Context: an optimization exercise on an open-source flow, tuned for small area. The choices shown serve that exercise and are no tape-out recipe. Only simulation tests tie the RTL to the original design; equivalence was not proved.

==> flow/design.v <==
module drv_side (
    input  wire       clk,
    input  wire       rst,
    input  wire       wr,         
    input  wire       nz,         
    input  wire [7:0] nd,         
    input  wire       off,        
    output wire [11:0] cmp,
    output wire [1:0]  dir,
    output wire [7:0]  duty,
    output wire        nzd,       
    output wire        neg,       
    output wire        ten        
);
    reg [7:0] m;      
    reg [1:0] q;
    always @(posedge clk) begin
        if (rst)
            m <= 8'd1;
        else if (wr && nz)
            m <= nd;
    end
    always @(posedge clk) begin
        if (rst)
            q <= 2'b01;
        else if (wr && nz)
            q <= 2'b11;
        else if ((wr && !nz) || off)
            q <= {1'b0, q[0] & ~q[1]} | {q[1] & ~wr, 1'b0};
    end
    wire       s = m[7];
    wire [6:0] v = s ? m[6:0] + 7'd100 : 7'd100 - m[6:0];    
    assign nzd  = q[1];
    assign neg  = s;
    assign ten  = ~m[5];
    assign duty = q[1] ? m : 8'd0;
    assign dir  = (q == 2'b11) ? {~s, s} : 2'b00;
    assign cmp  = {v, {5{q == 2'b01}}};
endmodule
module yunqi_io (
    input  wire        clk,
    input  wire        rst,
    input  wire        op_valid,
    input  wire [3:0]  op,
    input  wire [7:0]  op_arg,
    input  wire        echo,
    output wire [11:0] cmp_l,
    output wire [11:0] cmp_r,
    output wire [1:0]  dir_l,
    output wire [1:0]  dir_r,
    output wire signed [7:0] duty_l,
    output wire signed [7:0] duty_r,
    output reg         motor_en,
    output reg         refused,
    output reg         msg_valid,
    output wire [2:0]  msg_id,
    output wire        trig,
    output reg         echo_rdy,
    output reg         dist_valid,
    output wire [19:0] dist_bcd,
    output wire [1:0]  dist_tier
);
    localparam OP_SETL = 4'd0;
    localparam OP_SETR = 4'd1;
    localparam OP_CMD  = 4'd2;
    localparam OP_ON   = 4'd3;
    localparam OP_OFF  = 4'd4;
    localparam OP_TRIG = 4'd5;
    wire op_setl = op_valid && op == OP_SETL;
    wire op_setr = op_valid && op == OP_SETR;
    wire op_cmd  = op_valid && op == OP_CMD;
    wire op_on   = op_valid && op == OP_ON;
    wire op_off  = op_valid && op == OP_OFF;
    wire op_trig = op_valid && op == OP_TRIG;
    wire signed [7:0] arg_s = op_arg;
    wire arg_ok = (arg_s >= -8'sd100) && (arg_s <= 8'sd100);
    reg        c_wr;
    reg [2:0]  c_msg;
    always @(*) begin
        c_wr = 1'b1;
        case (op_arg)
            8'h46: c_msg = 3'd0;    
            8'h42: c_msg = 3'd1;    
            8'h4C: c_msg = 3'd2;    
            8'h52: c_msg = 3'd3;    
            8'h41: c_msg = 3'd4;    
            8'h43: c_msg = 3'd5;    
            8'h53: c_msg = 3'd6;    
            default: begin c_wr = 1'b0; c_msg = 3'd7; end
        endcase
    end
    wire c_s    = op_arg[4] & op_arg[0];                                
    wire cl_neg = ~op_arg[4] & ~op_arg[2] & (op_arg[1] ^ op_arg[0]);    
    wire cl_ten = op_arg[3];                                            
    wire cr_neg = ~op_arg[4] & ~op_arg[2] & op_arg[1];                  
    wire cr_ten = op_arg[4];                                            
    wire [7:0] c_l = cl_neg ? -8'd50 : cl_ten ? 8'd10 : 8'd50;
    wire [7:0] c_r = cr_neg ? -8'd50 : cr_ten ? 8'd10 : 8'd50;
    wire       arg_nz = op_arg != 8'd0;
    wire       wr_l = (op_setl && arg_ok) || (op_cmd && c_wr);
    wire       wr_r = (op_setr && arg_ok) || (op_cmd && c_wr);
    wire       nz   = op[1] ? ~c_s : arg_nz;
    wire [7:0] nd_l = op[1] ? c_l : op_arg;
    wire [7:0] nd_r = op[1] ? c_r : op_arg;
    wire nzd_l, neg_l, ten_l, nzd_r, neg_r, ten_r;
    drv_side u_l (.clk(clk), .rst(rst), .wr(wr_l), .nz(nz), .nd(nd_l), .off(op_off),
                  .cmp(cmp_l), .dir(dir_l), .duty(duty_l),
                  .nzd(nzd_l), .neg(neg_l), .ten(ten_l));
    drv_side u_r (.clk(clk), .rst(rst), .wr(wr_r), .nz(nz), .nd(nd_r), .off(op_off),
                  .cmp(cmp_r), .dir(dir_r), .duty(duty_r),
                  .nzd(nzd_r), .neg(neg_r), .ten(ten_r));
    reg  msg_unk;
    wire tl = ~neg_l & ten_l;
    wire tr = ~neg_r & ten_r;
    assign msg_id[2] = msg_unk | ~nzd_l | (neg_l ^ neg_r);
    assign msg_id[1] = msg_unk | ~nzd_l | tl | tr;
    assign msg_id[0] = msg_unk | (nzd_l & (neg_r | tr));
    always @(posedge clk) begin
        msg_unk <= !c_wr;
        if (rst) begin
            motor_en  <= 1'b0;
            refused   <= 1'b0;
            msg_valid <= 1'b0;
        end else begin
            msg_valid <= op_cmd;
            if ((op_setl || op_setr) && !arg_ok)
                refused <= 1'b1;
            if (op_on)
                motor_en <= 1'b1;
            if (op_off)
                motor_en <= 1'b0;
        end
    end
    reg [3:0] trig_st;
    always @(posedge clk) begin
        if (rst)
            trig_st <= 4'd0;
        else if (op_trig)
            trig_st <= 4'd1;
        else if (trig_st == 4'd9)
            trig_st <= 4'd0;
        else
            trig_st <= {trig_st[2:0], trig_st[3] ^ trig_st[0]};
    end
    assign trig = trig_st[3] | trig_st[2];
    reg        echo_q;
    reg [3:0]  d0, d1, d2, d3;
    reg        d4;
    reg [1:0]  a;
    reg [9:0]  b;
    wire       ov  = b >= 10'd196;           
    wire [9:0] bn  = ov ? b - 10'd196 : b + 10'd429;
    wire       cy  = ov && a == 2'd3;
    wire       h   = a[1];
    function [3:0] bcd_inc(input [3:0] d, input c);
        begin
            bcd_inc[0] = d[0] ^ c;
            bcd_inc[1] = d[1] ^ (c & d[0] & ~d[3]);
            bcd_inc[2] = d[2] ^ (c & d[0] & d[1]);
            bcd_inc[3] = d[3] ^ (c & d[0] & (d[3] | (d[1] & d[2])));
        end
    endfunction
    wire c0 = cy && d0[3] && d0[0];
    wire c1 = c0 && d1[3] && d1[0];
    wire c2 = c1 && d2[3] && d2[0];
    wire c3 = c2 && d3[3] && d3[0];
    wire wrap = d4 && d3[0] && d2[1] && d1[2] && d0[2] && d0[1] && a[0];
    wire hi3 = d4 || d3 != 4'd0;
    wire lo0 = d1 == 4'd0 && d0 == 4'd0 && !h;
    wire ge4 = d2[3] || d2[2];
    wire is2 = !d2[2] && d2[1] && !d2[0];
    wire is3 = !d2[2] && d2[1] && d2[0];
    wire t1  = hi3 || ge4 || is3 || (is2 && !lo0);
    wire t2  = hi3 || ge4 || (is3 && !lo0);
    wire load = !echo_q || wrap;
    always @(posedge clk) begin
        if (load) begin
            d0 <= 4'd0; d1 <= 4'd0; d2 <= 4'd0; d3 <= 4'd0; d4 <= 1'b0;
            a  <= 2'd2;
            b  <= 10'd0;
        end else begin
            a  <= a + {1'b0, ov};
            b  <= bn;
            d0 <= bcd_inc(d0, cy);
            d1 <= bcd_inc(d1, c0);
            d2 <= bcd_inc(d2, c1);
            d3 <= bcd_inc(d3, c2);
            d4 <= d4 ^ c3;
        end
    end
    wire fall = !echo && echo_q;
    always @(posedge clk) begin
        if (rst) begin
            echo_q     <= 1'b0;
            echo_rdy   <= 1'b0;
            dist_valid <= 1'b0;
        end else begin
            echo_q     <= echo;
            dist_valid <= fall;
            if (fall)
                echo_rdy <= 1'b1;
            else if (op_trig)
                echo_rdy <= 1'b0;
        end
    end
    assign dist_bcd  = {3'd0, d4, d3, d2, d1, d0};
    assign dist_tier = {t2, t1 && !t2};
endmodule
==> flow/config.mk <==
export PLATFORM = sky130hd
export DESIGN_NAME = yunqi_io
export DESIGN_NICKNAME = yunqi_io
export VERILOG_FILES = /design/flow/design.v
export SDC_FILE = /design/flow/constraint.sdc
export NUM_CORES = 4
export LEC_CHECK = 0
export CAP_MARGIN = 5
export CORE_MARGIN = 2
export CORE_UTILIZATION = 50
export SLEW_MARGIN = 5
==> flow/constraint.sdc <==
create_clock -name core_clock -period 40.0 [get_ports {clk}]
set_input_delay 8.0000 -clock core_clock [delete_from_list [all_inputs] [get_ports {clk}]]
set_output_delay 8.0000 -clock core_clock [all_outputs]
set_load 0.01 [all_outputs]
standard.sh (not shown) runs the stock make flow with config.mk's settings and CLKGATE_MAP_FILE= SYNTH_SCRIPT=/design/flow/synth_recipe.tcl, a recipe that flattens the netlist after the stock synthesis.
==> flow/flow/run.sh <==
#!/bin/bash
# The standard layout, with these changes:
#  - synthesis maps the logic with an area-oriented ABC script (flow/synth.tcl,
#    flow/area.abc); registers are mapped exactly as in the standard synthesis;
#  - port buffers use the smallest buffer cell;
#  - clock tree synthesis uses clkbuf_4 and inserts no dummy loads;
#  - one tie cell per constant value instead of one per load.
set -euo pipefail
here=$(pwd)
bash standard.sh "SYNTH_SCRIPT=$here/flow/synth.tcl" \
  "BUFFER_PORTS_ARGS=-buffer_cell sky130_fd_sc_hd__buf_1" \
  "CTS_ARGS=-sink_clustering_enable -repair_clock_nets -dont_use_dummy_load -buf_list sky130_fd_sc_hd__clkbuf_4" \
  SKIP_REPAIR_TIE_FANOUT=1 \
  finish > flow_make.log 2>&1
==> flow/flow/area.abc <==
strash
&get -n
&deepsyn -I 4 -J 50 -T 120
&put
dch -f
amap
==> flow/flow/synth.tcl <==
# The standard synthesis (synth_recipe.tcl), with ORFS's full-adder
# extraction turned off and ABC run with an area-oriented script.
set ::area_abc [file join [file dirname [file normalize [info script]]] area.abc]
proc synth {args} { yosys synth -nofsm -noshare {*}$args }
proc abc {args} {
  set i [lsearch -exact $args -script]
  if { $i >= 0 } { lset args [expr {$i + 1}] $::area_abc }
  yosys abc {*}$args
}
set ::env(ADDER_MAP_FILE) ""
source $::env(SCRIPTS_DIR)/synth.tcl
# left out here: clear keep_hierarchy, flatten, clean up, hide names made inside functions, write 1_2_yosys.v
Rerun with:
--- a/flow/design.v
+++ b/flow/design.v
@@ -15,9 +15,7 @@
     reg [7:0] m;      
     reg [1:0] q;
     always @(posedge clk) begin
-        if (rst)
-            m <= 8'd1;
-        else if (wr && nz)
+        if (wr && nz)
             m <= nd;
     end
     always @(posedge clk) begin
@@ -35,7 +33,7 @@
     assign ten  = ~m[5];
     assign duty = q[1] ? m : 8'd0;
     assign dir  = (q == 2'b11) ? {~s, s} : 2'b00;
-    assign cmp  = {v, {5{q == 2'b01}}};
+    assign cmp  = (q == 2'b01) ? 12'd3199 : {v, 5'd0};
 endmodule
 module yunqi_io (
     input  wire        clk,
=>
- The new run completed with no timing, DRC or antenna violations
- register-to-register slack is better by 0.09 ns
- sequential share of layout area came out higher by 3.8 points
- count of clock-buffer cells in the layout does not change
- design area rose by about 3%
- clock skew barely changes
- die area goes up by 2.8%
- final cell count shrinks by 4.2%
- via count falls by about 6.6%
- synthesized cell count drops by about 6.4%
- non-clock buffer count stays the same
- worst setup slack gains 0.13 ns
- area after synthesis came out higher by 2.9%

-- what the ideal ports hide --
The results above use ideal ports. As a check the final layouts listed here were re-extracted and re-timed, cells and wires unchanged. Step 1 (the two cells are an assumption about what drives the block):
set clk [get_ports {clk}]
set_driving_cell -lib_cell sky130_fd_sc_hd__clkbuf_16 $clk
set_driving_cell -lib_cell sky130_fd_sc_hd__buf_2 [delete_from_list [all_inputs] $clk]
Step 2 moves the port delays by t, midway between the first and last clock arrival at a register: inputs arrive t later, outputs are due t later. That takes back most of the time a late clock gives input paths. Three values: ideal ports, drivers, drivers and shift; two values: the first two.
run	t (ns)	setup WS [ns]	clock arrival spread, ns
the first run	0.424	29.212 / 29.185 / 29.286	0.030 / 0.030
the second run	0.420	29.338 / 29.312 / 29.263	0.031 / 0.031
After both steps setup and hold are still met in every run listed. For the second run, which loses most, drivers alone change the setup slack by -0.026 ns; drivers and shift together by -0.075 ns.
